This is an optimization exercise on Yosys and OpenROAD, whose aim is small area, a short achievable clock period and few clock cycles, not a production implementation.

Setup of trial 60:
// dfwt_core
module dfwt_core (
    input  wire        clk,
    input  wire        rst,
    input  wire        op_valid,
    output wire        op_ready,
    input  wire [3:0]  op_code,
    input  wire [31:0] op_arg,
    input  wire [5:0]  op_len,
    output wire        out_valid,
    input  wire        out_ready,
    output wire [7:0]  out_byte,
    output wire        busy,
    output wire [15:0] crc,
    output wire [31:0] timestep,
    output wire        gate
);
    localparam OP_CRC_INIT  = 4'h0, OP_CRC_RESET = 4'h1, OP_CRC_BYTE = 4'h2,
               OP_MFM       = 4'h3, OP_FM        = 4'h4, OP_RAW      = 4'h5,
               OP_MFM_CRC   = 4'h6, OP_CONFIG    = 4'h7, OP_FLUSH    = 4'h8,
               OP_BT_RESET  = 4'h9, OP_WRGATE    = 4'hA, OP_FLUX     = 4'hB,
               OP_WAIT_IDX  = 4'hC, OP_STOP      = 4'hD, OP_TR_RESET = 4'hE;
    localparam S_IDLE = 2'd0, S_CELLS = 2'd1, S_PAD = 2'd2, S_EXEC = 2'd3;
    localparam K_FLUX = 2'd1, K_BYTE = 2'd2, K_WIDX = 2'd3;
    function [15:0] crc_byte(input [15:0] c, input [7:0] b);
        integer i;
        reg [15:0] x;
        begin
            x = c ^ {b, 8'h00};
            for (i = 0; i < 8; i = i + 1)
                x = x[15] ? ((x << 1) ^ 16'h1021) : (x << 1);
            crc_byte = x;
        end
    endfunction
    reg [1:0]  state;
    reg [15:0] crc_cur, crc_init;
    reg        last_bit;
    reg [14:0] half_r;
    reg [7:0]  precomp_r;
    reg [31:0] cell_buf;
    reg [4:0]  idx;       
    reg        enc;       
    reg        fm;
    reg [1:0]  pad_cnt;
    reg [3:0]  x_code;
    reg [5:0]  sr;
    reg [2:0]  warm;      
    reg [15:0] fw_lo, fw_hi;
    reg [1:0]  fw_c;
    reg        fw_b;
    reg        pend;      
    reg        zb;        
    reg        mp, mm;    
    reg        busy_r;
    reg [1:0]  crc_op;
    reg        rdy;       
    wire       ser_free, ser_idle;
    reg        push, tr_reset;
    reg [1:0]  push_kind;
    reg [31:0] push_val;
    reg        push_big, push_ge2, push_nz;
  ...
export LEC_CHECK = 0
export CAP_MARGIN = 20
export CORE_MARGIN = 2
export CORE_UTILIZATION = 55
export SETUP_SLACK_MARGIN = 5
export SLEW_MARGIN = 20
create_clock -name core_clock -period 9.0 [get_ports {clk}]
standard.sh (not shown) runs the stock make flow with config.mk's settings and CLKGATE_MAP_FILE= SYNTH_SCRIPT=/design/flow/synth_recipe.tcl, a recipe that flattens the netlist after the stock synthesis.
==> flow/flow/run.sh <==
#!/bin/bash
set -euo pipefail
bash standard.sh SETUP_SLACK_MARGIN=5.7 \
  "BUFFER_PORTS_ARGS=-buffer_cell sky130_fd_sc_hd__buf_1" \
  "CTS_ARGS=-sink_clustering_enable -repair_clock_nets -dont_use_dummy_load" \
  finish > standard.log 2>&1
## Diff of input files: build 85 against trial 60
--- a/flow/design.v
+++ b/flow/design.v
@@ -123,17 +123,17 @@
                 kind <= push_kind;
             else if (ld_out && last)
                 kind <= K_NONE;
         end
         if (take || !qv0)
             q0 <= qv1 ? q1 : nbyte;
         if (qv0 && (take ? qv1 : !qv1))
             q1 <= nbyte;
-        if (free) begin
+        if (push) begin
             t   <= push_val;
             big <= push_big;
             ge2 <= push_ge2;
             nz  <= push_nz;
         end else if (ld_out) begin
             if (is_widx) begin
                 t   <= {16'd0, t_widx};
                 big <= gt126;
@@ -195,17 +195,18 @@
     reg [3:0]  x_code;
     reg [5:0]  sr;
     reg [2:0]  warm;      
     reg [15:0] fw_lo, fw_hi;
     reg [1:0]  fw_c;
     reg        fw_b;
     reg        pend;      
     reg        zb;        
-    reg        mp, mm;    
+    reg        mm;        
+    reg [16:0] pmx;       
     reg        busy_r;
     reg [1:0]  crc_op;
     reg        rdy;       
     wire       ser_free, ser_idle;
     reg        push, tr_reset;
     reg [1:0]  push_kind;
     reg [31:0] push_val;
     reg        push_big, push_ge2, push_nz;
@@ -232,17 +233,16 @@
     wire       cbit  = (state == S_CELLS) && ((enc && idx[0]) ? clkc : d);
     wire       lowering = (state == S_CELLS) || (state == S_PAD);
     wire       real_x   = warm[2];
     wire       judge    = real_x && sr[3];
     wire       step     = lowering && !(judge && !ser_free);
     wire [1:0]  fw_d    = fw_c - {1'b0, fw_b};
     wire [15:0] fw_hr   = fw_hi + {{14{fw_d[1]}}, fw_d};
     wire [31:0] fw_val  = {fw_hr, fw_lo};
-    wire [16:0] pmx     = mm ? {9'h0FF, ~precomp_r} : mp ? {9'd0, precomp_r} : 17'd0;
     wire [16:0] lo_b    = zb ? 17'd0 : {1'b0, fw_lo};
     wire [16:0] hf      = {2'd0, half_r};
     wire [16:0] cs_s    = lo_b ^ pmx ^ hf;
     wire [16:0] cs_c    = (lo_b & pmx) | (lo_b & hf) | (pmx & hf);
     wire [17:0] lo_sum  = {1'b0, cs_s} + {cs_c, mm};
     wire [4:0]  w_next  = {sr[3:0], cbit};
     wire        real_n  = warm[2] || (warm[1:0] == 2'd3);
     wire        hr_z    = (fw_d == 2'd0) ? (fw_hi == 16'h0000) :
@@ -288,18 +288,18 @@
             crc_init  <= 16'hFFFF;
             last_bit  <= 1'b0;
             half_r    <= 15'd200;
             precomp_r <= 8'd0;
             sr        <= 6'd0;
             warm      <= 3'd0;
             pend      <= 1'b0;
             zb        <= 1'b1;
-            mp        <= 1'b0;
             mm        <= 1'b0;
+            pmx       <= 17'd0;
             busy_r    <= 1'b0;
             crc_op    <= C_NONE;
             rdy       <= 1'b1;
         end else begin
             crc_cur <= crc_now;
             if (crc_op == C_INIT) crc_init <= cell_buf[15:0];
             crc_op <= C_NONE;
             busy_r <= (state != S_IDLE) || op_fire || !ser_idle;
@@ -366,33 +366,34 @@
                     endcase
                 end
                 default: ;
             endcase
             if (step) begin
                 sr   <= {sr[4:0], cbit};
                 pend <= 1'b1;
                 zb   <= !real_n || sr[2];
-                mp   <= (w_next == 5'b00101);
                 mm   <= (w_next == 5'b10100);
+                pmx  <= (w_next == 5'b10100) ? {9'h0FF, ~precomp_r} :
+                        (w_next == 5'b00101) ? {9'd0, precomp_r} : 17'd0;
                 if (!real_x)
                     warm <= warm + 3'd1;
                 if (state == S_CELLS) begin
                     if (enc && !idx[0]) last_bit <= d;
                     if (idx == 5'd0) begin
                         state <= S_IDLE;
                         rdy   <= 1'b1;
                     end
                 end else if (pad_cnt == 2'd3) begin
                     sr    <= 6'd0;
                     warm  <= 3'd0;
                     pend  <= 1'b0;
                     zb    <= 1'b1;
-                    mp    <= 1'b0;
                     mm    <= 1'b0;
+                    pmx   <= 17'd0;
                     state <= S_EXEC;
                 end
             end
         end
         if (step) begin
             fw_lo <= lo_sum[15:0];
             fw_hi <= zb ? 16'd0 : fw_hr;
             fw_c  <= lo_sum[17:16];
==> run summary <==
- Diff trial 60 -> build 85: clock latency on the worst-skew pair neither gained nor lost much; required arrival time at the worst endpoint went down by 0.05 ns; hold slack decreased 0.0047 ns.
- Re cell count after synthesis: build 85 is 28 up on trial 60.
- Ratio of final minimum period to clock period | build 85 below trial 60
- Largest vdd supply drop: lower on trial 60
- Utilization after layout essentially unchanged between build 85 and trial 60.
- Against trial 60, build 85 comes in 2 lower on number of detailed-route iterations in the first pass.
- Against trial 60, minimum setup slack in the final design in build 85 came out better.
- Looking at layout buffering overhead excluding clock cells, build 85 sits 1.2 points lower than trial 60 does.
- Compared to trial 60, build 85 has area growth from synthesis to layout 1.6 points lower.
- Compared with trial 60, build 85 shows sequential portion of the cell area higher by 0.48 points.
No run of this note included a check of the RTL's function; only the layout flow was run.

==> afterwards: timing with drivers on the ports <==
How much do the figures lean on ideal ports? The routed layouts below were timed once more, with nothing changed but the port constraints. Step 1, drivers: a clkbuf_16 drives clk and a buf_2 each remaining input, both assumed. Step 2 moves the port delays by t, midway between the first and last clock arrival at a register: inputs arrive t later, outputs are due t later. That takes back most of the time a late clock gives input paths. Three values: no drivers, after step 1, after step 2; two values: the first two.
run	t, ns	slack for setup (ns)	worst setup path at the end	slew at the worst register clock pin (ns)	worst slew at a driven data input, ns
trial 60	0.577	5.534 / 5.534 / 5.319	input to register	0.06 / 0.06	0.05
build 85	0.579	5.786 / 5.786 / 5.294	input to register	0.06 / 0.06	0.04
After both steps every run listed still meets setup and hold. The setup slack of build 85, which loses most, moves by 0.000 ns with the drivers and by -0.492 ns with both steps.
